What follows belongs to an exercise in optimizing a design on an open flow for small area, a short achievable clock period and few clock cycles; a production flow would make more cautious choices.
In this exercise RTL edits were held to simulation tests only and were not proved equivalent to the original.
Power is estimated from default activity; no workload was simulated.

==> design.v <==
module trb_palette (
    input  wire        clk,
    input  wire        rst,           
    input  wire        start,         
    input  wire [31:0] cmd,           
    output reg         busy,
    output reg         done,
    output reg         err,
    output reg  [3:0]  errcode,
    output reg  [31:0] err_info,
    output reg         pal_valid,
    output wire [9:0]  pal_count,
    output wire [23:0] lut_rgb,
    output reg         fb_rd,
    output wire [9:0]  fb_addr,
    input  wire [7:0]  fb_rdata,
    output reg         rgb_we,
    output wire [9:0]  rgb_addr,
    output wire [23:0] rgb_wdata
);
    localparam [9:0] LAST = 10'd959;      
    localparam [3:0] E_BADCMD     = 4'd1;
    localparam [3:0] E_PAL_LEVELS = 4'd4;
    localparam [3:0] E_NO_PAL     = 4'd7;
    localparam [3:0] E_PAL_RANGE  = 4'd8;
    function [5:0] chan;              
        input [2:0] v;
        input [4:0] oh;               
        reg nz;
        begin
            nz = |v;
            chan = ({6{oh[0]}} & {6{v[0]}})
                 | ({6{oh[1]}} & {v[1], nz, nz, nz, nz, nz})
                 | ({6{oh[2]}} & {v[1], v[0], v[1], v[0], v[1], v[0]})
                 | ({6{oh[3]}} & {v[2] | (v[1] & v[0]), v[2] | (v[1] & ~v[0]), nz, nz, nz, nz})
                 | ({6{oh[4]}} & {v[2] | (v[1] & v[0]), v[2] | (v[1] & ~v[0]),
                                  v[2] | (v[1] & v[0]), v[2] | (v[1] & ~v[0]),
                                  (~v[2] & (v[1] ^ v[0])) | (v[2] & v[0]), v[0]});
        end
    endfunction
    function [8:0] dm3;
        input [6:0] x;
        integer i;
        reg [2:0] r;
        reg [6:0] qq;
        begin
            r  = 3'd0;
            qq = 7'd0;
            for (i = 6; i >= 0; i = i - 1) begin
                r = {r[1:0], x[i]};
                if (r >= 3'd3) begin
                    r     = r - 3'd3;
                    qq[i] = 1'b1;
                end
            end
            dm3 = {qq, r[1:0]};
        end
    endfunction
    function [9:0] dm5;
        input [6:0] x;
        integer i;
        reg [3:0] r;
        reg [6:0] qq;
        begin
            r  = 4'd0;
            qq = 7'd0;
            for (i = 6; i >= 0; i = i - 1) begin
                r = {r[2:0], x[i]};
                if (r >= 4'd5) begin
                    r     = r - 4'd5;
                    qq[i] = 1'b1;
                end
            end
            dm5 = {qq, r[2:0]};
        end
    endfunction
    reg        dec;                   
    reg        rph;                   
    reg        v1, p1, v2, p2;        
    reg        bq;                    
    reg  [9:0] ra;                    
    reg  [9:0] wa;                    
    reg  [7:0] fb_q;                  
    reg  [17:0] lut_q, wd_q;
    reg  [6:0] cnt_q;                 
    assign pal_count = {2'b00, cnt_q[6], cnt_q[5], cnt_q[2], cnt_q[4], cnt_q[3],
                        cnt_q[2], cnt_q[1], cnt_q[0]};
    assign fb_addr   = ra;
    assign rgb_addr  = wa;
    assign lut_rgb   = {lut_q[17:16], lut_q[13:12], lut_q[15:12],
                        lut_q[11:10], lut_q[7:6],   lut_q[9:6],
                        lut_q[5:4],   lut_q[1:0],   lut_q[3:0]};
    assign rgb_wdata = {wd_q[17:16], wd_q[13:12], wd_q[15:12],
                        wd_q[11:10], wd_q[7:6],   wd_q[9:6],
                        wd_q[5:4],   wd_q[1:0],   wd_q[3:0]};
    wire L2 = cnt_q[3] & ~cnt_q[4];
    wire L3 = cnt_q[1];
    wire L4 = cnt_q[5] & ~cnt_q[3];
    wire L5 = cnt_q[2];
    wire L6 = cnt_q[6];
    wire [4:0] oh = {L6, L5, L4, L3, L2};
    wire [6:0] a1 = L6 ? fb_q[7:1] : {2'b00, fb_q[4:0]};
    wire [8:0] s1 = dm3(a1);
    wire [6:0] a2 = L6 ? {2'b00, s1[7:3]} : {3'b000, s1[5:2]};
    wire [8:0] s2 = dm3(a2);
    wire [9:0] t1 = dm5(fb_q[6:0]);
    wire [9:0] t2 = dm5(t1[9:3]);
    reg  [2:0] dr, dg, db;
    always @(*) begin
        dr = 3'd0; dg = 3'd0; db = 3'd0;
        if (L2) begin
            dr = {2'b00, fb_q[2]}; dg = {2'b00, fb_q[1]}; db = {2'b00, fb_q[0]};
        end
        if (L3) begin
            dr = s2[4:2]; dg = {1'b0, s2[1:0]}; db = {1'b0, s1[1:0]};
        end
        if (L4) begin
            dr = {1'b0, fb_q[5:4]}; dg = {1'b0, fb_q[3:2]}; db = {1'b0, fb_q[1:0]};
        end
        if (L5) begin
            dr = t2[5:3]; dg = t2[2:0]; db = t1[2:0];
        end
        if (L6) begin
            dr = s2[4:2]; dg = {s2[1:0], s1[2]}; db = {s1[1:0], fb_q[0]};
        end
    end
    wire [17:0] pal_out = {chan(dr, oh), chan(dg, oh), chan(db, oh)};
    wire over = (L2 & (fb_q >= 8'd8))  | (L3 & (fb_q >= 8'd27)) |
                (L4 & (fb_q >= 8'd64)) | (L5 & (fb_q >= 8'd125)) |
                (L6 & (fb_q >= 8'd216));
    wire [31:0] w = err_info;
    wire        is_build  = (w[7:0] == 8'h02) && (w[31:12] == 20'd0);
    wire        is_expand = (w == 32'h00000004);
    wire        is_lookup = (w[15:0] == 16'h0005) && (w[31:25] == 7'd0);
    wire [3:0]  lv        = w[11:8];
    wire        lv_ok     = (lv >= 4'd2) && (lv <= 4'd6);
    wire        last_wr   = rgb_we && (wa == LAST);
    always @(posedge clk) begin
        fb_q  <= busy ? fb_rdata : cmd[23:16];
        wd_q  <= pal_out;
        v1    <= fb_rd;
        p1    <= rph;
        v2    <= v1;
        p2    <= p1;
        bq    <= v2 && !p2 && over;
        done  <= 1'b0;
        if (!busy) begin
            err_info <= cmd;
            ra       <= 10'd0;
            wa       <= 10'h3FF;
            rph      <= 1'b0;
            busy     <= start;
            dec      <= start;
        end else begin
            dec <= 1'b0;
            if (dec) begin
                err      <= 1'b1;
                errcode  <= E_BADCMD;
                done     <= 1'b1;
                busy     <= 1'b0;
                if (is_build) begin
                    if (!lv_ok) begin
                        errcode  <= E_PAL_LEVELS;
                        err_info <= {28'd0, lv};
                    end else begin
                        err       <= 1'b0;
                        errcode   <= 4'd0;
                        err_info  <= 32'd0;
                        pal_valid <= 1'b1;
                        cnt_q     <= {lv == 4'd6, lv >= 4'd4, lv == 4'd3 || lv >= 4'd5,
                                      lv != 4'd4, lv == 4'd5, lv == 4'd3,
                                      lv == 4'd3 || lv == 4'd5};
                    end
                end else if (is_lookup || is_expand) begin
                    if (!pal_valid) begin
                        errcode  <= E_NO_PAL;
                        err_info <= 32'd0;
                    end else if (is_lookup && (w[24] || over)) begin
                        errcode  <= E_PAL_RANGE;
                        err_info <= {23'd0, w[24:16]};
                    end else if (is_lookup) begin
                        err      <= 1'b0;
                        errcode  <= 4'd0;
                        err_info <= 32'd0;
                        lut_q    <= pal_out;
                    end else begin
                        done  <= 1'b0;
                        busy  <= 1'b1;
                        fb_rd <= 1'b1;
                    end
                end
            end
            if (fb_rd) begin
                if (ra == LAST) begin
                    ra  <= 10'd0;
                    rph <= 1'b1;
                    if (rph) fb_rd <= 1'b0;
                end else begin
                    ra <= ra + 10'd1;
                end
            end
            if (v2)
                wa <= (wa == LAST) ? 10'd0 : wa + 10'd1;
            rgb_we <= v2 && p2 && !bq;
            if (bq) begin
                err      <= 1'b1;
                errcode  <= E_PAL_RANGE;
                err_info <= {22'd0, wa};
                done     <= 1'b1;
                busy     <= 1'b0;
                fb_rd    <= 1'b0;
                v1       <= 1'b0;
                v2       <= 1'b0;
                rgb_we   <= 1'b0;
            end
            if (last_wr) begin
                err      <= 1'b0;
                errcode  <= 4'd0;
                err_info <= 32'd0;
                done     <= 1'b1;
                busy     <= 1'b0;
                rgb_we   <= 1'b0;
            end
        end
        if (rst) begin
            busy      <= 1'b0;
            done      <= 1'b0;
            dec       <= 1'b0;
            fb_rd     <= 1'b0;
            rgb_we    <= 1'b0;
            v1        <= 1'b0;
            v2        <= 1'b0;
            pal_valid <= 1'b0;
            cnt_q     <= 7'd0;
            lut_q     <= 18'd0;
        end
    end
endmodule
==> run.sh <==
#!/bin/bash
# synth_recipe.tcl (not shown) runs the flow's synth.tcl, then flattens the netlist and writes it again
# the make line also repeats each setting of config.mk as NAME=value (left out here)
make -C /OpenROAD-flow-scripts/flow DESIGN_CONFIG=/design/flow/config.mk WORK_HOME=/design/flow/orfs CLKGATE_MAP_FILE= SYNTH_SCRIPT=/design/flow/synth_recipe.tcl finish
==> config.mk <==
export PLATFORM = sky130hd
export DESIGN_NAME = trb_palette
export DESIGN_NICKNAME = trb_palette
export VERILOG_FILES = /design/flow/design.v
export SDC_FILE = /design/flow/constraint.sdc
export NUM_CORES = 4
export LEC_CHECK = 0
export CAP_MARGIN = 20
export CORE_MARGIN = 2
export CORE_UTILIZATION = 40
export SLEW_MARGIN = 20
export SYNTH_MEMORY_MAX_BITS = 16384
==> constraint.sdc <==
create_clock -name core_clock -period 25.0 [get_ports {clk}]
set_input_delay 5.0000 -clock core_clock [delete_from_list [all_inputs] [get_ports {clk}]]
set_output_delay 5.0000 -clock core_clock [all_outputs]
set_load 0.01 [all_outputs]
==> results.txt, run 1 <==
- Area delta synth->final: 29.0%
- Avg Inst Size Synth: 8.60 µm²
- Max-slew violations: 0
- Routability cong.: about 0.9
- Total wire length: approximately 22 mm
- Proportion of layout cells with a drive suffix above 1: 0.0727
- CTS tree: built
- Peak supply drop: about 0.054 mV
- Max clock buf depth: 2
- CTS clk-pin slew, worst paths: about 0.06 ns
- Commonest non-fill, non-tap cell in the layout: clkdlybuf4s50_1
- Count of final setup violators: 0
- Final nets: ~1,100
- Setup TNS: 0 ns
- Post-synthesis sequential area ratio: 0.366
- IO Pins: around 160
- Detailed Place HPWL: 16.0 mm
- Routed len/inst: 17.4 µm
- Flops & latches, synth: between 100 and 150
- Worst path slowest cell: dfxtp_1
- # H-tree levels: 4
- Crit. Startpoint: fb_q[5]
- Worst r2r path cells: between 40 and 50
- Hold endpoint: p2
- PwrDens: 77.1 nW/µm²
- Core Area: approximately 19,000 µm²
- Hold_sp: p1
- First-pass GRT wire length: 34.5 mm
- Worst-Skew Late Latency: approximately 0.42 ns
- Crit path time final: between 9 and 10 ns
- EDFF count, synth: 37
- Root Buffer: clkbuf_16
- Final worst path period share: 0.362
- # DRC: 0
- Vias in the first global route: roughly 6,600
- Via density: about 5.5
- Grt total ovfl: 0
- Slew margin rel.: 0.319
- Critical path launch point type: flip-flop
- Commonest non-fill, non-tap cells in the layout: clkdlybuf4s50_1 (160), nor2_1 (99), dfxtp_1 (82), nand2_1 (67), a21oi_1 (55)
- Status: timing/DRC/antenna clean
- Initial core utilization: 0.406
- Mapped cell area: 7580 µm²
- Routed Antenna Nets: 0
- R2R Path End: wd_q[7]
- DRT Pass-1 Iters: 4
- Crit path kind: flip-flop to flip-flop
- Crit end category: flip-flop
- Unrepaired setup endpoints after global routing: false
- Hold depth: 0
- Crit-path max FO: 10
- Cells after synthesis: 881
- Largest net degree at the start of global routing: 69
- Iteration-0 DRC Markers: 330
- R2R Path Start: fb_q[5]
- Worst EP arrival: 9.33 ns
- Setup Skew: between 0.01 and 0.015 ns
- Die area: between 20,000 and 25,000 µm²
- PortBufs: between 150 and 200
- CTS Buf Count: 17
- Post-CTS resize count: 0
- Number of max-cap violations: 0
- Fmax: about 110 MHz
- Yosys cell types: 88
- Initial antenna violation count: 0
- Leak Pwr: ~3.9 nW
- CTS Hold Buffers Added: 0
- Fin. Hold Viols: 0
- Postcts setup bufs: 0
- Die W: about 140 µm
- Row count: 50
- GRT Resource Usage Total: 0.217
- Worst hold path type: flip-flop to flip-flop
- Pwr Total: 0.000754 W
- Height of the die: roughly 140 µm
- CP max stage delay: approximately 0.48 ns
- Ys Warns: 1
- Most used cell, CP: ha_1
- Share of flip-flops with an asynchronous set or reset: 0
- R2R Setup Slk: 15.95 ns
- Sink Count: between 100 and 150
- Worst Path Required: around 25 ns
- DR vias: 6,884
- Post-synth top flop: dfxtp_1
- Slew @ Worst Pin: approximately 1.0 ns
- Antenna fix cells: 0
layer usage:
| metal | part of all wire | vias up | track usage |
|---|---|---|---|
| met5 | 0 | - | 0 |
| met4 | 0.014 | 0 | 0.0547 |
| met3 | 0.060 | 25 | 0.0607 |
| met1 | 0.44 | 3264 | 0.271 |
| met2 | 0.48 | 194 | 0.370 |
| li1 | - | 3401 | - |
stage by stage:
stage	area, µm²	setup WS, ns	hold WS, ns	util	instances
floorplan	7580	16.99	0.310	-	882
global placement	9200	16.36	0.313	0.494	1220
detailed placement	9200	16.12	0.316	0.494	1220
CTS	9770	16.04	0.345	0.524	1252
global route	9770	15.08	0.355	0.524	1252
finish	9770	15.95	0.352	0.524	1252
where the power goes:
part	switching, W	total (W)	internal, W
combinational	0.000167	0.000291	0.000124
sequential	0.0000136	0.000226	0.000212
clock	0.0000988	0.000237	0.000138
final cells by class:
class	instances	area (µm²)
Clock buffer	19	464
Clock inverter	13	108
Fill cell	1797	8870
Inverter	55	206
Multi-Input combinational cell	647	4300
Sequential cell	120	2770
Tap cell	234	293
Timing Repair Buffer	164	1630
synth_stat cells (4+ instances only):
master / count / share of area
a211o_1: 4 / 0.0046
a211oi_1: 5 / 0.0050
a21boi_0: 5 / 0.0050
a21o_1: 12 / 0.012
a21oi_1: 55 / 0.036
a22oi_1: 7 / 0.0069
a311oi_1: 10 / 0.012
and2_1: 10 / 0.0083
and3_1: 10 / 0.0083
buf_1: 4 / 0.0020
buf_4: 21 / 0.021
clkbuf_1: 32 / 0.016
dfxtp_1: 83 / 0.22
edfxtp_1: 37 / 0.15
ha_1: 40 / 0.066
inv_1: 49 / 0.024
inv_2: 4 / 0.0020
mux2_2: 5 / 0.0074
mux2i_1: 18 / 0.024
nand2_1: 67 / 0.033
nand2b_1: 14 / 0.012
nand3_1: 19 / 0.013
nand4_1: 17 / 0.014
nor2_1: 99 / 0.049
nor2b_1: 29 / 0.024
nor3_1: 21 / 0.014
nor3b_1: 6 / 0.0059
nor4_1: 6 / 0.0050
o211ai_1: 7 / 0.0069
o21a_1: 6 / 0.0059
o21ai_0: 35 / 0.023
o21bai_1: 5 / 0.0050
o22a_1: 4 / 0.0046
o22ai_1: 13 / 0.011
o31a_1: 6 / 0.0069
o31ai_1: 4 / 0.0040
or2_2: 9 / 0.0074
or3_1: 4 / 0.0033
xnor2_1: 14 / 0.016
xor2_1: 12 / 0.014
critical path: cells and delay by family (launching register included):
family	cells	cell delay, ns
flip-flops	1	0.48
XOR/XNOR	3	0.95
multiplexers	1	0.18
adder cells (fa/ha/maj)	9	1.98
AO/OA/AOI/OAI	10	2.61
buffers and inverters	7	0.84
AND/OR/NAND/NOR	11	1.86
flip-flops by register name, summed over array words and instances (netlist names), 4 cells and up:
name,count
lut_q,18
fb_q,8
err_info,32
wd_q,18
wa,10
cnt_q,7
ra,10
errcode,4
worst max path at each step:
| stage | end | slack [ns] | depth (start not counted) |
|---|---|---|---|
| floorplan | lut_q[8] | 16.99 | 42 |
| global placement | lut_q[9] | 16.36 | 41 |
| detailed placement | wd_q[7] | 16.12 | 41 |
| CTS | wd_q[7] | 16.04 | 41 |
| global route | wd_q[7] | 15.08 | 40 |
| finish | wd_q[7] | 15.95 | 41 |
logic make-up after synthesis:
kind of cell,share of synthesized area
other cells,0.000495
buf+inv,0.0695
simple gates,0.222
compound gates,0.211
mux,0.0342
fa+ha+maj,0.0674
flops,0.366
xor+xnor,0.0301
Testbench counts, summed over its fixed seeds: cycles 46,440.
==> inputs of run 2 (changes only) <==
--- a/config.mk
+++ b/config.mk
@@ -6,7 +6,9 @@
 export NUM_CORES = 4
 export LEC_CHECK = 0
+export ABC_AREA = 1
 export CAP_MARGIN = 20
 export CORE_MARGIN = 2
-export CORE_UTILIZATION = 40
+export CORE_UTILIZATION = 60
+export CTS_BUF_LIST = sky130_fd_sc_hd__clkbuf_4
 export SLEW_MARGIN = 20
 export SYNTH_MEMORY_MAX_BITS = 16384
==> run 2 against run 1 <==
Synthesized cell count is 15% higher. Sequential power hardly changed. Worst hold slack worse by 0.015 ns.
==> results.txt, run 2 <==
- Count of final setup violators: 0
- Post-synthesis sequential area ratio: 0.377
- CTS clk-pin slew, worst paths: 0.11 ns
- Leak Pwr: 4.37 nW
- Worst EP arrival: 2.28 ns
- Initial core utilization: 0.613
- Antenna fix cells: 0
- PortBufs: between 150 and 200
- Setup TNS: 0 ns
- CTS Hold Buffers Added: 0
- Reg power frac: 0.391
- Crit end category: output pin
- Post-CTS resize count: 0
- Die area: ~13,000 µm²
- Die W: between 100 and 150 µm
- CTS tree: built
- Fin area: just over 9000 µm²
- Worst path slowest cell: dfxtp_2
- Height of the die: ~110 µm
- # DRC: 0
- Comb pwr share: 0.389
- Max-slew violations: 0
- Crit path time final: a little over 7 ns
- Crit path kind: flip-flop to output pin
- Ys Warns: 1
- Commonest non-fill, non-tap cell in the layout: nand2_1
- Top Family by Delay on Critical Path: flip-flops
- Area delta synth->final: 25.2%
- DR vias: roughly 7,000
- Max reg flops: 32
- Critical path launch point type: flip-flop
- Number of max-cap violations: 0
- # H-tree levels: 4
- Share of flip-flops with an asynchronous set or reset: 0
- R2R Path Start: fb_q[4]
- Slew @ Worst Pin: ~1.1 ns
- Placed inst area: 8970 µm²
- Sink Count: 120
- Synth area leader: dfxtp_1
- Cells after synthesis: around 1,000
- Row count: 40
- Routability cong.: roughly 0.91
- Total wire length: between 15 and 20 mm
- Vias in the first global route: ~6,800
- Count leader, synth: nand2_1
- Hold_sp: p1
- Grt total ovfl: 0
- EDFF count, synth: 37
- Crit. Startpoint: busy
- Unrepaired setup endpoints after global routing: false
- Detailed Place HPWL: roughly 15 mm
- Bufs and invs on worst path: 1
- Initial antenna violation count: 0
- PwrDens: 62.3 nW/µm²
- Fin. Hold Viols: 0
- Top cells by area, synth: dfxtp_1 (23%), edfxtp_1 (15%), nand2_1 (10%), inv_1 (8.2%), ha_1 (6.8%)
- GRT Resource Usage Total: 0.298
- Post-synth top flop: dfxtp_1
- Worst-Skew Late Latency: 0.54 ns
- Commonest non-fill, non-tap cells in the layout: nand2_1 (205), inv_1 (160), clkdlybuf4s50_1 (160), nor2_1 (115), dfxtp_1 (82)
- Postcts setup bufs: 0
- DRT Pass-1 Iters: 5
- Final nets: 1,243
- Iteration-0 DRC Markers: between 400 and 500
- Commonest cells in the netlist: nand2_1 (205), inv_1 (160), nor2_1 (115)
- First-pass GRT wire length: roughly 31 mm
- Worst hold path type: flip-flop to flip-flop
- Largest net degree at the start of global routing: between 60 and 70
- Slew margin rel.: 0.290
- Root Buffer: clkbuf_4
- Worst Path Required: approximately 20 ns
- Pint: 0.000349 W
- Biggest regs: err_info x32, lut_q x18, wd_q x18
- Routed len/inst: 14.2 µm
- Core Area: 12,000 µm²
- Fmax: 137 MHz
- Status: timing/DRC/antenna clean
- Via density: 5.32
- Peak supply drop: approximately 0.043 mV
- Flops & latches, synth: 120
- Pwr Total: around 0.00057 W
- IO Pins: ~160
- CTS Buf Count: 17
- Final worst path period share: 0.291
- Avg Inst Size Synth: 7.25 µm²
- CP max stage delay: ~1.0 ns
- Share of the synthesized area in the top cell type: 0.226
- Filler cells: 978
- Crit-path max FO: between 60 and 70
- Sequence of cells on the critical path: clkdlybuf4s50_1
- Largest reg by FF count: err_info
- Max clock buf depth: 2
- Sw power: about 0.00022 W
- Clk pwr share: 0.220
- Mapped cell area: about 7400 µm²
- Proportion of layout cells with a drive suffix above 1: 0.0997
- Switch share: 0.392
- Routed Antenna Nets: 0
- Yosys cell types: 55
- Setup Skew: 0.0189 ns
-- run 2: cell types whose count changed in the layout (fill, tap and decap cells not counted), moves of 16 or more --
cell       delta
mux2i_1      -18
clkbuf_16    -18
clkbuf_4     +20
nor2_1       +16
nand2_1     +138
nor2b_1      -29
nand2_2      +27
o21ai_0      +19
nand3_1      +52
inv_1       +111
a21oi_1      -24
-- run 2: final timing paths --
| kind | to | slack [ns] | cells past startpoint |
|---|---|---|---|
| setup / recovery | busy | 17.72 | 1 |
| hold / removal | p2 | 0.34 | 0 |
| setup reg to reg | lut_q[6] | 17.94 | 52 |
| hold reg to reg | p2 | 0.34 | 0 |
-- run 2: per-stage QoR --
stage	setup WS [ns]	hold WS, ns	utilization	cells
global route	17.15	0.341	0.768	1320
finish	17.72	0.337	0.768	1320
global placement	18.14	0.311	0.746	1288
detailed placement	18.01	0.313	0.746	1288
CTS	17.66	0.338	0.768	1320
floorplan	18.79	0.310	-	1017
-- run 2: cell type report --
class,count,area (µm²),share of cell area
multi-input combinational,686,3730,0.405
sequential,120,2770,0.301
timing repair buffer,164,1630,0.177
inverter,171,642,0.0696
tap,147,184,0.0200
clock buffer,20,150,0.0163
clock inverter,12,103,0.0111
-- run 2: power groups by stage --
stage	clock network, W	registers, W	logic (W)
5_1_grt	0.000138	0.000226	0.000255
3_3_place_gp	0	0.000229	0.000213
3_5_place_dp	0	0.000229	0.000221
6_report	0.000126	0.000225	0.000223
2_1_floorplan	0	0.000227	0.000165
4_1_cts	0.000128	0.000225	0.000223
-- run 2: logic make-up (layout without fill, tap and decap cells) --
logic type / Yosys count / after routing / share of synthesized area
AOI/OAI and AO/OA: 134 / 134 / 0.112
buffers and inverters: 211 / 367 / 0.118
other: 1 / 2 / 0.000509
xor gates and xnor gates: 7 / 7 / 0.00935
and+or+nand+nor: 503 / 503 / 0.316
adders and majority gates: 40 / 40 / 0.0680
DFF: 120 / 120 / 0.377
-- run 2: per-layer routing --
metal | wire [µm] | vias up | global-route usage
met5 | 0 | - | 0
met4 | 476 | 0 | 0.124
met3 | 1110 | 39 | 0.0633
met2 | 9470 | 234 | 0.529
met1 | 7710 | 3199 | 0.350
li1 | - | 3555 | -
==> inputs of run 3 (changes only) <==
==> flow/run.sh (new file) <==
#!/bin/bash
# Layout flow: the standard ORFS flow with two changes.
#  1. Synthesis is the standard synthesis (standard.sh synth, same
#     synth_recipe.tcl, same registers), but ABC maps the combinational logic
#     with flow/abc.script (area-recovering mapping) in place of ORFS's
#     abc_area.script.
#  2. Port buffers are sky130_fd_sc_hd__buf_1 (buffer_ports -buffer_cell).
# Everything else (floorplan, tap cells, PDN, placement, CTS, routing,
# finish) is standard.sh unchanged.  Each step logs to its own file here.
set -euo pipefail
W=$(pwd)
rm -rf "$W/scripts_abc"
cp -r "$FLOW_HOME/scripts" "$W/scripts_abc"
cp "$W/flow/abc.script" "$W/scripts_abc/abc_area.script"
bash standard.sh ABC_AREA=1 SCRIPTS_DIR="$W/scripts_abc" synth > "$W/flow_synth.log" 2>&1
bash standard.sh "BUFFER_PORTS_ARGS=-buffer_cell sky130_fd_sc_hd__buf_1" finish > "$W/flow_layout.log" 2>&1
test -s "$W/out/final.def"
==> flow/abc.script (new file) <==
strash
dc2
balance
rewrite
refactor
balance
rewrite
rewrite -z
balance
refactor -z
rewrite -z
balance
dc2
balance
rewrite
refactor
balance
rewrite
rewrite -z
balance
refactor -z
rewrite -z
balance
dch -f
map -a
strash
dch -f
map -a
topo
==> standard.sh (new file) <==
#!/bin/bash
# synth_recipe.tcl (not shown) runs the flow's synth.tcl, then flattens the netlist and writes it again
# the make line also repeats each setting of config.mk as NAME=value (left out here)
make -C /OpenROAD-flow-scripts/flow DESIGN_CONFIG=/design/flow/config.mk WORK_HOME=/design/flow/orfs CLKGATE_MAP_FILE= SYNTH_SCRIPT=/design/flow/synth_recipe.tcl "${@:-finish}"
--- a/config.mk
+++ b/config.mk
@@ -10,5 +10,5 @@
 export CORE_MARGIN = 2
 export CORE_UTILIZATION = 60
-export CTS_BUF_LIST = sky130_fd_sc_hd__clkbuf_4
+export CTS_BUF_LIST = sky130_fd_sc_hd__clkbuf_4 sky130_fd_sc_hd__clkbuf_8
 export SLEW_MARGIN = 20
 export SYNTH_MEMORY_MAX_BITS = 16384
removed: run.sh
==> run 3 against run 2 <==
Total power is 3.6% higher. Register-to-register slack worse by 0.79 ns. Critical endpoint is now lut_q[14]. Sequential power hardly changed. Combinational power is 17% lower. Die area is 13% lower. Clock power is 51% higher. Via count is 11% lower. Wire length is 9.7% lower. Critical path depth is 42 higher. Highest routed layer unchanged. Fmax is 7.3% lower. Sequential cell count stayed put. Critical path type is now flip-flop to flip-flop. Final cell count is 14% lower.
==> results.txt, run 3 <==
- CTS tree: built
- Routed len/inst: between 10 and 15 µm
- Setup slack after placement: between 15 and 20 ns
- Area delta synth->final: 17.2%
- Count of final setup violators: 0
- Die area: roughly 12,000 µm²
- Crit. Startpoint: fb_q[4]
- Ys Warns: 1
- CTS clk-pin slew, worst paths: approximately 0.080 ns
- Synth area leader: dfxtp_1
- Height of the die: around 110 µm
- Flops & latches, synth: 120
- Slew @ Worst Pin: ~0.67 ns
- First-pass GRT wire length: 27.7 mm
- Layout Cells excl Fill: 1,135
- Pwr Total: approximately 0.00060 W
- Fmax: roughly 130 MHz
- CTS Hold Buffers Added: 0
- Fin. Hold Viols: 0
- Grt total ovfl: 0
- Initial antenna violation count: 0
- Antenna fix cells: 0
- Crit path time final: just under 8 ns
- Fin area: between 7000 and 8000 µm²
- Postcts setup bufs: 0
- Final WS setup: between 15 and 20 ns
- Crit path kind: flip-flop to flip-flop
- Vias in the first global route: between 6,000 and 7,000
- Inst Count DP: approximately 1,100
- Crit end category: flip-flop
- Iteration-0 DRC Markers: roughly 360
- EDFF count, synth: 37
- Final nets: 1,069
- Share of the synthesized area in the top cell type: 0.260
- Setup TNS: 0 ns
- Max reg flops: 32
- Peak supply drop: approximately 0.043 mV
- R2R Path Start: fb_q[4]
- Sink Count: 120
- Largest net degree at the start of global routing: 53
- Setup Skew: 0.0129 ns
- Max clock buf depth: 2
- Worst path slowest cell: a31oi_1
- # DRC: 0
- Most used cell, CP: clkinv_1
- Largest reg by FF count: err_info
- CP max stage delay: around 0.47 ns
- Avg Inst Size Synth: 7.80 µm²
- Worst EP arrival: 8.18 ns
- Root Buffer: clkbuf_8
- Count leader, synth: nor2_1
- Mapped cell area: between 6000 and 7000 µm²
- Worst Path Required: between 20 and 30 ns
- Post-synthesis sequential area ratio: 0.433
- R2R Setup Slk: ~17 ns
- Share of flip-flops with an asynchronous set or reset: 0
- Yosys cell types: 37
- Unrepaired setup endpoints after global routing: false
- Bufs and invs on worst path: 9
- Placed inst area: a little over 7000 µm²
- Leak Pwr: ~2.9 nW
- Reg power frac: 0.372
- CTS Buf Count: 17
- Die W: approximately 110 µm
- Pint: approximately 0.00037 W
- Worst r2r path cells: 43
- Top cells by area, synth: dfxtp_1 (26%), edfxtp_1 (17%), ha_1 (7.8%), nor2_1 (7.6%), o21ai_0 (7.5%)
- PortBufs: 160
- Post-synth top flop: dfxtp_1
- DR vias: 6,275
- Row count: 37
- Initial core utilization: 0.620
- R2R Path End: lut_q[14]
- Proportion of layout cells with a drive suffix above 1: 0.0420
- Clk pwr share: 0.319
- IO Pins: about 160
- Cells after synthesis: between 800 and 900
- Routability cong.: ~0.94
- Switch share: 0.372
- Status: timing/DRC/antenna clean
- Via density: around 5.5
- Commonest non-fill, non-tap cell in the layout: buf_1
- Worst-Skew Late Latency: ~0.43 ns
- Worst hold path type: flip-flop to flip-flop
- Number of max-cap violations: 0
- Critical path launch point type: flip-flop
- Post-CTS resize count: 0
- Total wire length: 16.9 mm
- Top Family by Delay on Critical Path: compound AO/OA/AOI/OAI gates
- Sw power: between 0.0002 and 0.00025 W
- PwrDens: ~80 nW/µm²
- # H-tree levels: 4
- DRT Pass-1 Iters: 5
- Detailed Place HPWL: about 13 mm
- Crit-path max FO: 7
- Max-slew violations: 0
- Crit path capture: lut_q[14]
- Commonest non-fill, non-tap cells in the layout: buf_1 (160), nor2_1 (129), clkinv_1 (124), nand2_1 (111), o21ai_0 (95)
- Slew margin rel.: 0.545
- Core Area: ~10,000 µm²
- Comb pwr share: 0.309
- Final worst path period share: 0.314
- GRT Resource Usage Total: 0.307
- Commonest cells in the netlist: nor2_1 (129), clkinv_1 (124), nand2_1 (111)
- Crit path depth: 43
- Routed Antenna Nets: 0
- Hold depth: 0
- Biggest regs: err_info x32, lut_q x18, wd_q x18
[run 3: layer usage]
metal	global-route usage	wire, µm	vias to the layer above
met1	0.343	6690	2888
met4	0.139	391	0
met5	0	0	-
li1	-	-	3115
met2	0.555	8770	235
met3	0.0666	1090	37
[run 3: logic make-up after synthesis]
kind of cell / synth area share
flip-flops: 0.433
other: 0.000586
XOR/XNOR: 0.0205
adder cells (fa/ha/maj): 0.0782
AO/OA/AOI/OAI: 0.175
multiplexers: 0.00156
AND/OR/NAND/NOR: 0.197
buffers and inverters: 0.0939
[run 3: power by group through the flow]
stage | registers, W | clock network, W | logic (W)
after floorplan | 0.000229 | 0 | 0.000132
after global placement | 0.000225 | 0 | 0.000176
after detailed placement | 0.000226 | 0 | 0.000182
after CTS | 0.000222 | 0.000191 | 0.000183
after global routing | 0.000223 | 0.000200 | 0.000212
final | 0.000222 | 0.000190 | 0.000184
[run 3: final cells by class]
type	count	area [µm²]
Tap cell	136	170
Inverter	124	465
Clock buffer	18	241
Sequential cell	120	2770
Fill cell	847	2830
Timing Repair Buffer	164	631
Multi-Input combinational cell	559	3030
Clock inverter	14	185
[run 3: through the flow]
| stage | hold slack (ns) | utilization |
|---|---|---|
| global route | 0.372 | 0.726 |
| floorplan | 0.310 | - |
| global placement | 0.311 | 0.685 |
| finish | 0.367 | 0.726 |
| detailed placement | 0.351 | 0.685 |
| CTS | 0.370 | 0.726 |
[run 3: how the worst min path moves through the flow]
| stage | slack, ns | to | from |
|---|---|---|---|
| floorplan | 0.31 | p2 | p1 |
| global placement | 0.31 | p2 | p1 |
| detailed placement | 0.35 | p2 | p1 |
| CTS | 0.37 | p1 | rph |
| global route | 0.37 | p1 | rph |
| finish | 0.37 | p1 | rph |
==> inputs of run 4 (changes only) <==
--- a/design.v
+++ b/design.v
@@ -75,4 +75,5 @@
         end
     endfunction
+    reg        idle;                  
     reg        dec;                   
     reg        rph;                   
@@ -135,103 +136,81 @@
     wire [3:0]  lv        = w[11:8];
     wire        lv_ok     = (lv >= 4'd2) && (lv <= 4'd6);
-    wire        last_wr   = rgb_we && (wa == LAST);
+    wire        badcmd    = !is_build && !is_expand && !is_lookup;
+    wire        lv_err    = is_build && !lv_ok;
+    wire        nopal     = (is_lookup || is_expand) && !pal_valid;
+    wire        rng_err   = is_lookup && pal_valid && (w[24] || over);
+    wire        look_ok   = is_lookup && pal_valid && !(w[24] || over);
+    wire        exp_go    = is_expand && pal_valid;
+    wire        ra_last   = (ra == LAST);
+    wire        wa_last   = (wa == LAST);
+    wire        last_wr   = rgb_we && wa_last;
+    wire        finish    = (dec && !exp_go) || bq || last_wr;
+    reg  [3:0]  code_dec;
+    reg  [9:0]  info_dec;
+    always @(*) begin
+        code_dec = 4'd0;
+        info_dec = 10'd0;
+        if (badcmd) begin
+            code_dec = E_BADCMD;
+            info_dec = w[9:0];
+        end
+        if (lv_err) begin
+            code_dec = E_PAL_LEVELS;
+            info_dec = {6'd0, lv};
+        end
+        if (nopal)
+            code_dec = E_NO_PAL;
+        if (rng_err) begin
+            code_dec = E_PAL_RANGE;
+            info_dec = {1'b0, w[24:16]};
+        end
+    end
     always @(posedge clk) begin
-        fb_q  <= busy ? fb_rdata : cmd[23:16];
-        wd_q  <= pal_out;
-        v1    <= fb_rd;
-        p1    <= rph;
-        v2    <= v1;
-        p2    <= p1;
-        bq    <= v2 && !p2 && over;
-        done  <= 1'b0;
-        if (!busy) begin
+        fb_q <= idle ? cmd[23:16] : fb_rdata;
+        wd_q <= pal_out;
+        p1   <= rph;
+        p2   <= p1;
+        bq   <= v2 && !p2 && over;
+        err     <= dec ? (code_dec != 4'd0) : bq;
+        errcode <= dec ? code_dec : (bq ? E_PAL_RANGE : 4'd0);
+        if (idle)
             err_info <= cmd;
-            ra       <= 10'd0;
-            wa       <= 10'h3FF;
-            rph      <= 1'b0;
-            busy     <= start;
-            dec      <= start;
+        else begin
+            err_info[31:10] <= err_info[31:10] & {22{dec && badcmd}};
+            err_info[9:0]   <= dec ? info_dec : (wa & {10{bq}});
+        end
+        busy   <= !rst && (idle ? start : !finish);
+        idle   <= rst || (idle ? !start : finish);
+        dec    <= !rst && idle && start;
+        done   <= !rst && !idle && finish;
+        fb_rd  <= !rst && !idle && (dec ? exp_go : (fb_rd && !(ra_last && rph) && !bq));
+        v1     <= !rst && fb_rd && !bq;
+        v2     <= !rst && v1 && !bq;
+        rgb_we <= !rst && v2 && p2 && !bq;
+        if (idle) begin
+            ra  <= 10'd0;
+            wa  <= 10'h3FF;
+            rph <= 1'b0;
         end else begin
-            dec <= 1'b0;
-            if (dec) begin
-                err      <= 1'b1;
-                errcode  <= E_BADCMD;
-                done     <= 1'b1;
-                busy     <= 1'b0;
-                if (is_build) begin
-                    if (!lv_ok) begin
-                        errcode  <= E_PAL_LEVELS;
-                        err_info <= {28'd0, lv};
-                    end else begin
-                        err       <= 1'b0;
-                        errcode   <= 4'd0;
-                        err_info  <= 32'd0;
-                        pal_valid <= 1'b1;
-                        cnt_q     <= {lv == 4'd6, lv >= 4'd4, lv == 4'd3 || lv >= 4'd5,
-                                      lv != 4'd4, lv == 4'd5, lv == 4'd3,
-                                      lv == 4'd3 || lv == 4'd5};
-                    end
-                end else if (is_lookup || is_expand) begin
-                    if (!pal_valid) begin
-                        errcode  <= E_NO_PAL;
-                        err_info <= 32'd0;
-                    end else if (is_lookup && (w[24] || over)) begin
-                        errcode  <= E_PAL_RANGE;
-                        err_info <= {23'd0, w[24:16]};
-                    end else if (is_lookup) begin
-                        err      <= 1'b0;
-                        errcode  <= 4'd0;
-                        err_info <= 32'd0;
-                        lut_q    <= pal_out;
-                    end else begin
-                        done  <= 1'b0;
-                        busy  <= 1'b1;
-                        fb_rd <= 1'b1;
-                    end
-                end
-            end
             if (fb_rd) begin
-                if (ra == LAST) begin
-                    ra  <= 10'd0;
-                    rph <= 1'b1;
-                    if (rph) fb_rd <= 1'b0;
-                end else begin
-                    ra <= ra + 10'd1;
-                end
+                ra <= ra_last ? 10'd0 : ra + 10'd1;
+                if (ra_last) rph <= 1'b1;
             end
             if (v2)
-                wa <= (wa == LAST) ? 10'd0 : wa + 10'd1;
-            rgb_we <= v2 && p2 && !bq;
-            if (bq) begin
-                err      <= 1'b1;
-                errcode  <= E_PAL_RANGE;
-                err_info <= {22'd0, wa};
-                done     <= 1'b1;
-                busy     <= 1'b0;
-                fb_rd    <= 1'b0;
-                v1       <= 1'b0;
-                v2       <= 1'b0;
-                rgb_we   <= 1'b0;
-            end
-            if (last_wr) begin
-                err      <= 1'b0;
-                errcode  <= 4'd0;
-                err_info <= 32'd0;
-                done     <= 1'b1;
-                busy     <= 1'b0;
-                rgb_we   <= 1'b0;
-            end
+                wa <= wa_last ? 10'd0 : wa + 10'd1;
         end
         if (rst) begin
-            busy      <= 1'b0;
-            done      <= 1'b0;
-            dec       <= 1'b0;
-            fb_rd     <= 1'b0;
-            rgb_we    <= 1'b0;
-            v1        <= 1'b0;
-            v2        <= 1'b0;
             pal_valid <= 1'b0;
             cnt_q     <= 7'd0;
             lut_q     <= 18'd0;
+        end else if (dec) begin
+            if (is_build && lv_ok) begin
+                pal_valid <= 1'b1;
+                cnt_q     <= {lv == 4'd6, lv >= 4'd4, lv == 4'd3 || lv >= 4'd5,
+                              lv != 4'd4, lv == 4'd5, lv == 4'd3,
+                              lv == 4'd3 || lv == 4'd5};
+            end
+            if (look_ok)
+                lut_q <= pal_out;
         end
     end
==> flow/run.sh (replaced) <==
#!/bin/bash
# Layout flow: the standard ORFS flow with two changes.
#  1. Synthesis is the standard synthesis (standard.sh synth, same
#     synth_recipe.tcl, same registers), but ABC maps the combinational logic
#     with flow/abc.script (area-recovering mapping) in place of ORFS's
#     abc_area.script, and adders are left to ABC (ADDER_MAP_FILE empty)
#     rather than mapped to fa/ha cells beforehand.
#  2. Port buffers are sky130_fd_sc_hd__buf_1 (buffer_ports -buffer_cell).
#  3. repair_timing aims at a setup slack of 19 ns (SETUP_SLACK_MARGIN), so
#     it sizes and buffers the paths that set the achieved period.
# Everything else (floorplan, tap cells, PDN, placement, CTS, routing,
# finish) is standard.sh unchanged.  Each step logs to its own file here.
set -euo pipefail
W=$(pwd)
rm -rf "$W/scripts_abc"
cp -r "$FLOW_HOME/scripts" "$W/scripts_abc"
cp "$W/flow/abc.script" "$W/scripts_abc/abc_area.script"
bash standard.sh ABC_AREA=1 SCRIPTS_DIR="$W/scripts_abc" ADDER_MAP_FILE= synth > "$W/flow_synth.log" 2>&1
bash standard.sh "BUFFER_PORTS_ARGS=-buffer_cell sky130_fd_sc_hd__buf_1" SETUP_SLACK_MARGIN=19 finish > "$W/flow_layout.log" 2>&1
test -s "$W/out/final.def"
==> run 4 against run 3 <==
Worst hold slack worse by 0.023 ns. Total power down 16%. Synthesized cell count fell by 0.49%. Area after synthesis decreased by 11%. Worst setup slack gained 1.8 ns. Largest cell class is now sequential cells. Critical path depth is 42 lower. Critical path type is now flip-flop to output pin. First-iteration DRC count decreased by 5.0%. Fmax up 31%.
==> results.txt, run 4 <==
- Fin. Hold Viols: 0
- Filler cells: around 750
- Vias in the first global route: between 5,000 and 6,000
- PortBufs: 160
- Sink Count: 121
- CTS tree: built
- Slew margin rel.: 0.402
- Largest reg by FF count: err_info
- Unrepaired setup endpoints after global routing: true
- Count of final setup violators: 0
- Core Area: slightly above 9000 µm²
- Status: timing/DRC/antenna clean
- DR vias: about 6,200
- Worst Path Required: around 20 ns
- Max clock buf depth: 2
- Yosys cell types: 37
- EDFF count, synth: 10
- Top Family by Delay on Critical Path: flip-flops
- Biggest regs: err_info x32, lut_q x18, wd_q x18
- Hold depth: 0
- GRT Resource Usage Total: 0.324
- Worst r2r path cells: 37
- R2R Path Start: fb_q[6]
- Final WS setup: ~19 ns
- CTS Buf Count: 17
- Number of max-cap violations: 0
- Routability cong.: 0.882
- # H-tree levels: 4
- Cells after synthesis: about 800
- Worst-Skew Late Latency: approximately 0.44 ns
- Max reg flops: 32
- Routed Antenna Nets: 0
- DRT Pass-1 Iters: 5
- Setup slack after placement: around 18 ns
- Count leader, synth: nand2_1
- Max-slew violations: 0
- Worst EP arrival: around 1 ns
- Share of the synthesized area in the top cell type: 0.392
- PwrDens: 71.8 nW/µm²
- CTS Hold Buffers Added: 0
- Die W: between 100 and 150 µm
- Root Buffer: clkbuf_8
- # DRC: 0
- Grt total ovfl: 0
- Flops & latches, synth: 121
- Final nets: roughly 1,000
- Commonest cells in the netlist: nand2_1 (152), nor2_1 (134), clkinv_1 (124)
- Peak supply drop: around 0.043 mV
- Inst Count DP: ~1,100
- Hold_sp: p1
- Total wire length: approximately 17 mm
- Die area: 10,300 µm²
- Slew @ Worst Pin: just under 0.9 ns
- Leak Pwr: between 2 and 3 nW
- Commonest non-fill, non-tap cell in the layout: nand2_1
- Hold endpoint: p2
- Worst hold margin: 0.344 ns
- Post-synth top flop: dfxtp_1
- Bufs and invs on worst path: 1
- Antenna fix cells: 0
- Row count: 35
- Crit path time final: 6.01 ns
- CTS clk-pin slew, worst paths: around 0.08 ns
- R2R Setup Slk: slightly below 20 ns
- Crit-path max FO: 2
- Synth area leader: dfxtp_1
- Setup TNS: 0 ns
- Via density: between 5 and 6
- Largest net degree at the start of global routing: 56
- Detailed Place HPWL: ~12 mm
- Layout Cells excl Fill: 1,115
- Initial core utilization: 0.617
- First-pass GRT wire length: about 26 mm
- Area delta synth->final: 22.0%
- Routed len/inst: between 10 and 15 µm
- CP max stage delay: around 0.42 ns
- IO Pins: 163
- Worst hold path type: flip-flop to flip-flop
- Worst path slowest cell: edfxtp_1
- Crit end category: output pin
- Sequence of cells on the critical path: clkbuf_2
- Fmax: between 150 and 200 MHz
- Avg Inst Size Synth: ~7 µm²
- Post-synthesis sequential area ratio: 0.445
- Share of flip-flops with an asynchronous set or reset: 0
- Mapped cell area: between 5000 and 6000 µm²
- Commonest non-fill, non-tap cells in the layout: nand2_1 (152), nor2_1 (134), clkinv_1 (123), buf_1 (121), o21ai_0 (78)
- Critical path launch point type: flip-flop
- Crit path kind: flip-flop to output pin
- R2R Path End: lut_q[13]
- Ys Warns: 1
- Setup Skew: 0.0221 ns
- Initial antenna violation count: 0
- Top cells by area, synth: dfxtp_1 (39%), nand2_1 (10%), nor2_1 (8.9%), clkinv_1 (8.2%), o21ai_0 (6.9%)
- Final worst path period share: 0.240
- Proportion of layout cells with a drive suffix above 1: 0.128
- Height of the die: just over 100 µm
- Iteration-0 DRC Markers: roughly 340
## run 4: kinds of logic after synthesis
family	after synthesis	share of synthesized area
and+or+nand+nor	363	0.262
buffers and inverters	142	0.106
xor gates and xnor gates	1	0.00154
other	1	0.000661
AOI/OAI and AO/OA	188	0.185
DFF	121	0.445
## run 4: worst max-delay path by stage
stage / cells after the start / from / slack [ns] / to
2_1_floorplan: 1 / cnt_q[6] / 19.03 / pal_count[7]
3_3_place_gp: 6 / rst / 18.54 / busy
3_5_place_dp: 6 / rst / 18.45 / busy
4_1_cts: 1 / err_info[4] / 18.99 / err_info[4]
5_1_grt: 1 / err_info[0] / 18.96 / err_info[0]
6_report: 1 / err_info[8] / 18.99 / err_info[8]
## run 4: area by class of cell
| type | instances | area [µm²] | share of cell area |
|---|---|---|---|
| Tap cell | 111 | 139 | 0.0201 |
| Inverter | 124 | 467 | 0.0674 |
| Timing Repair Buffer | 173 | 753 | 0.109 |
| Clock buffer | 17 | 234 | 0.0338 |
| Clock inverter | 15 | 200 | 0.0289 |
| Multi-Input combinational cell | 554 | 2550 | 0.369 |
| Sequential cell | 121 | 2580 | 0.372 |
## run 4: stage by stage
step / area (µm²) / total power, W / util
2_1_floorplan: 5680 / 0.000276 / -
3_3_place_gp: 6310 / 0.000298 / 0.686
3_5_place_dp: 6310 / 0.000301 / 0.686
4_1_cts: 6840 / 0.000495 / 0.744
5_1_grt: 6920 / 0.000518 / 0.753
6_report: 6920 / 0.000497 / 0.753
## run 4: what timing repair did
action	4_1_cts	5_1_grt
gates resized for setup	33	48
setup buffers	7	2
endpoints found under the setup margin	36	46
pin swaps	0	0
## run 4: layer usage
layer / vias up / GRT usage / part of all wire
li1: 3049 / - / -
met1: 2871 / 0.389 / 0.39
met2: 284 / 0.556 / 0.50
met3: 44 / 0.0704 / 0.077
met4: 0 / 0.149 / 0.028
met5: - / 0 / 0
## run 4: power breakdown
part / switching (W) / total [W] / internal, W
combinational: 0.0000618 / 0.0000900 / 0.0000281
clock: 0.0000916 / 0.000194 / 0.000103
sequential: 0.00000858 / 0.000213 / 0.000204
total: 0.000162 / 0.000497 / 0.000335
Testbench counts of run 4, summed over its fixed seeds: cycles 46,440.
==> inputs of run 5 (changes only) <==
--- a/flow/run.sh
+++ b/flow/run.sh
@@ -7,6 +7,4 @@
 #     rather than mapped to fa/ha cells beforehand.
 #  2. Port buffers are sky130_fd_sc_hd__buf_1 (buffer_ports -buffer_cell).
-#  3. repair_timing aims at a setup slack of 19 ns (SETUP_SLACK_MARGIN), so
-#     it sizes and buffers the paths that set the achieved period.
 # Everything else (floorplan, tap cells, PDN, placement, CTS, routing,
 # finish) is standard.sh unchanged.  Each step logs to its own file here.
@@ -17,4 +15,4 @@
 cp "$W/flow/abc.script" "$W/scripts_abc/abc_area.script"
 bash standard.sh ABC_AREA=1 SCRIPTS_DIR="$W/scripts_abc" ADDER_MAP_FILE= synth > "$W/flow_synth.log" 2>&1
-bash standard.sh "BUFFER_PORTS_ARGS=-buffer_cell sky130_fd_sc_hd__buf_1" SETUP_SLACK_MARGIN=19 finish > "$W/flow_layout.log" 2>&1
+bash standard.sh "BUFFER_PORTS_ARGS=-buffer_cell sky130_fd_sc_hd__buf_1" finish > "$W/flow_layout.log" 2>&1
 test -s "$W/out/final.def"
==> run 5 against run 4 <==
Die area unchanged. Clock-buffer cell count unchanged. Sequential power about the same. Still clean on timing, DRC and antenna. Combinational power down 4.4%. First-iteration DRC count down 3.8%. Synthesized cell count unchanged. Final area down 2.6%. Clock power about the same. Utilization down 1.9 points. Largest power group unchanged. Worst setup slack worse by 0.20 ns. Fmax down 3.3%. Critical path type unchanged. Largest cell class is now multi-input gates.
==> results.txt, run 5 <==
- Detailed Place HPWL: ~12 mm
- Crit. Startpoint: cnt_q[2]
- Setup TNS: 0 ns
- R2R Setup Slk: approximately 20 ns
- Critical path launch point type: flip-flop
- Proportion of layout cells with a drive suffix above 1: 0.0452
- Setup slack after placement: 18.45 ns
- Via density: between 5 and 6
- Peak supply drop: around 0.043 mV
- Commonest non-fill, non-tap cell in the layout: buf_1
- Leak Pwr: around 2.6 nW
- Routability cong.: around 0.88
- IO Pins: between 150 and 200
- Crit end category: output pin
- Post-synthesis sequential area ratio: 0.445
- Postcts setup bufs: 0
- Top cells by area, synth: dfxtp_1 (39%), nand2_1 (10%), nor2_1 (8.9%), clkinv_1 (8.2%), o21ai_0 (6.9%)
- Grt total ovfl: 0
- Bufs and invs on worst path: 1
- Biggest regs: err_info x32, lut_q x18, wd_q x18
- Status: timing/DRC/antenna clean
- Top Family by Delay on Critical Path: flip-flops
- Grt met3 use: 0.0738
- M2 GR Usage: 0.554
- Worst hold margin: around 0.35 ns
- Sequence of cells on the critical path: buf_1
- R2R Path End: lut_q[7]
- Hold depth: 0
- Share of flip-flops with an asynchronous set or reset: 0
- PwrDens: 73.2 nW/µm²
- Worst hold path type: flip-flop to flip-flop
- # H-tree levels: 4
- Post-Synth Adder-Cell Area: 0
- Crit path time final: ~6.2 ns
- Mux contribution to synthesized area: 0
- CTS tree: built
- First-pass GRT wire length: approximately 26 mm
- Flops & latches, synth: 121
- Count leader, synth: nand2_1
- Initial antenna violation count: 0
- Placed inst area: about 6300 µm²
- Worst path slowest cell: dfxtp_1
- Ys Warns: 1
- Most used routing layer: met2
- Setup Skew: 0.0211 ns
- CTS clk-pin slew, worst paths: roughly 0.080 ns
- Worst r2r path cells: 37
- Worst EP arrival: 1.21 ns
- Crit path capture: pal_count[5]
- Final worst path period share: 0.248
- Iteration-0 DRC Markers: approximately 330
- Area delta synth->final: 18.9%
- Sink Count: roughly 120
- Filler cells: between 700 and 800
- Crit path depth: 1
- Worst-Skew Late Latency: about 0.44 ns
- DRT Pass-1 Iters: 5
- Met1 usage: 0.390
- Antenna fix cells: 0
- CP max stage delay: 0.59 ns
- Post-Synth Simple-Gate Area: 0.262
- Max reg flops: 32
- Max-slew violations: 0
- Number of max-cap violations: 0
- Cells after synthesis: 816
- Largest reg by FF count: err_info
- # DRC: 0
- Height of the die: about 100 µm
- Commonest non-fill, non-tap cells in the layout: buf_1 (160), nand2_1 (152), nor2_1 (134), clkinv_1 (124), dfxtp_1 (111)
- XOR/XNOR Fraction of Synth Area: 0.00154
- Fmax: around 160 MHz
- Worst Path Required: about 20 ns
- Core Area: around 9000 µm²
- Count of final setup violators: 0
- Row count: 35
- GRT Resource Usage Total: 0.322
- Crit path kind: flip-flop to output pin
- Die area: around 10,000 µm²
- Post-synth top flop: dfxtp_1
- Final WS setup: ~19 ns
- Fin area: 6750 µm²
- Routed Antenna Nets: 0
- Largest net degree at the start of global routing: between 50 and 60
- Crit-path max FO: 11
- PortBufs: 160
- Die W: 101 µm
- Slew margin rel.: 0.383
- EDFF count, synth: 10
- Synth area leader: dfxtp_1
- Yosys cell types: 37
- Storage element area: about 2500 µm²
- Share of the synthesized area in the top cell type: 0.392
- Vias in the first global route: between 5,000 and 6,000
- Final nets: 1,025
- Commonest cells in the netlist: nand2_1 (152), nor2_1 (134), clkinv_1 (124)
- Synth Area in Compound Gates: 0.185
- Slew @ Worst Pin: around 0.92 ns
- R2R Path Start: fb_q[6]
- Total wire length: roughly 16 mm
- Root Buffer: clkbuf_8
- Fin. Hold Viols: 0
- Routed len/inst: about 15 µm
- Post-CTS resize count: 0
- Area of the multi-input gates: approximately 2600 µm²
- CTS Hold Buffers Added: 0
- DR vias: roughly 6,200
- Unrepaired setup endpoints after global routing: false
- Initial core utilization: 0.617
- Utilization after layout: 0.734
- Max clock buf depth: 2
- Mapped cell area: 5670 µm²
- CTS Buf Count: 17
- Largest family of logic cells by synthesized area: simple AND/OR/NAND/NOR gates
- Avg Inst Size Synth: between 6 and 7 µm²
## run 5: per-stage QoR
step / total power, W / instances
2_1_floorplan: 0.000276 / 817
3_3_place_gp: 0.000298 / 1074
3_5_place_dp: 0.000301 / 1074
4_1_cts: 0.000493 / 1106
5_1_grt: 0.000515 / 1106
6_report: 0.000494 / 1106
## run 5: where the power goes
part	total (W)	switching (W)	internal (W)
clock	0.000194	0.0000914	0.000103
combinational	0.0000860	0.0000608	0.0000252
sequential	0.000213	0.00000900	0.000204
total	0.000494	0.000161	0.000332
## run 5: area by class of cell
| class | instances | share of cell area |
|---|---|---|
| clock buffer | 17 | 0.0347 |
| clock inverter | 15 | 0.0297 |
| inverter | 124 | 0.0690 |
| multi-input combinational | 554 | 0.379 |
| sequential | 121 | 0.374 |
| tap | 111 | 0.0206 |
| timing repair buffer | 164 | 0.0935 |
## run 5: worst min path at each step
stage	end	from
2_1_floorplan	p2	p1
3_3_place_gp	p2	p1
3_5_place_dp	p2	p1
4_1_cts	p2	p1
5_1_grt	p2	p1
6_report	p2	p1
## run 5: cell families after synthesis
kind of cell	Yosys count
AND/OR/NAND/NOR	363
buffers and inverters	142
XOR/XNOR	1
other	1
flip-flops	121
AO/OA/AOI/OAI	188
## run 5: per-layer routing
layer	wire, µm	vias to the layer above
met2	8160	312
met1	6430	2838
met5	0	-
met3	1320	51
met4	479	0
li1	-	3027

==> port drivers added, routing unchanged <==
How much do the figures lean on ideal ports? The routed layouts below were timed once more, with nothing changed but the port constraints.
Step 1 (the two cells are an assumption about what drives the block):
set clk [get_ports {clk}]
set_driving_cell -lib_cell sky130_fd_sc_hd__clkbuf_16 $clk
set_driving_cell -lib_cell sky130_fd_sc_hd__buf_2 [delete_from_list [all_inputs] $clk]
Step 2 moves the port delays by t, midway between the first and last clock arrival at a register: inputs arrive t later, outputs are due t later. That takes back most of the time a late clock gives input paths.
a / b / c = ideal / step 1 / step 2; a / b = the first two.
run	t (ns)	slack for setup (ns)	worst setup path at the end
run 1	0.459	15.955 / 15.955 / 15.955	register to register
run 2	0.565	17.724 / 17.689 / 17.941	register to register
run 3	0.465	17.148 / 17.148 / 17.148	register to register
run 4	0.465	18.994 / 18.959 / 18.659	input to register
run 5	0.465	18.790 / 18.754 / 18.388	input to register
After both steps every run listed still meets setup and hold. The setup slack of run 5, which loses most, moves by -0.036 ns with the drivers and by -0.402 ns with both steps.
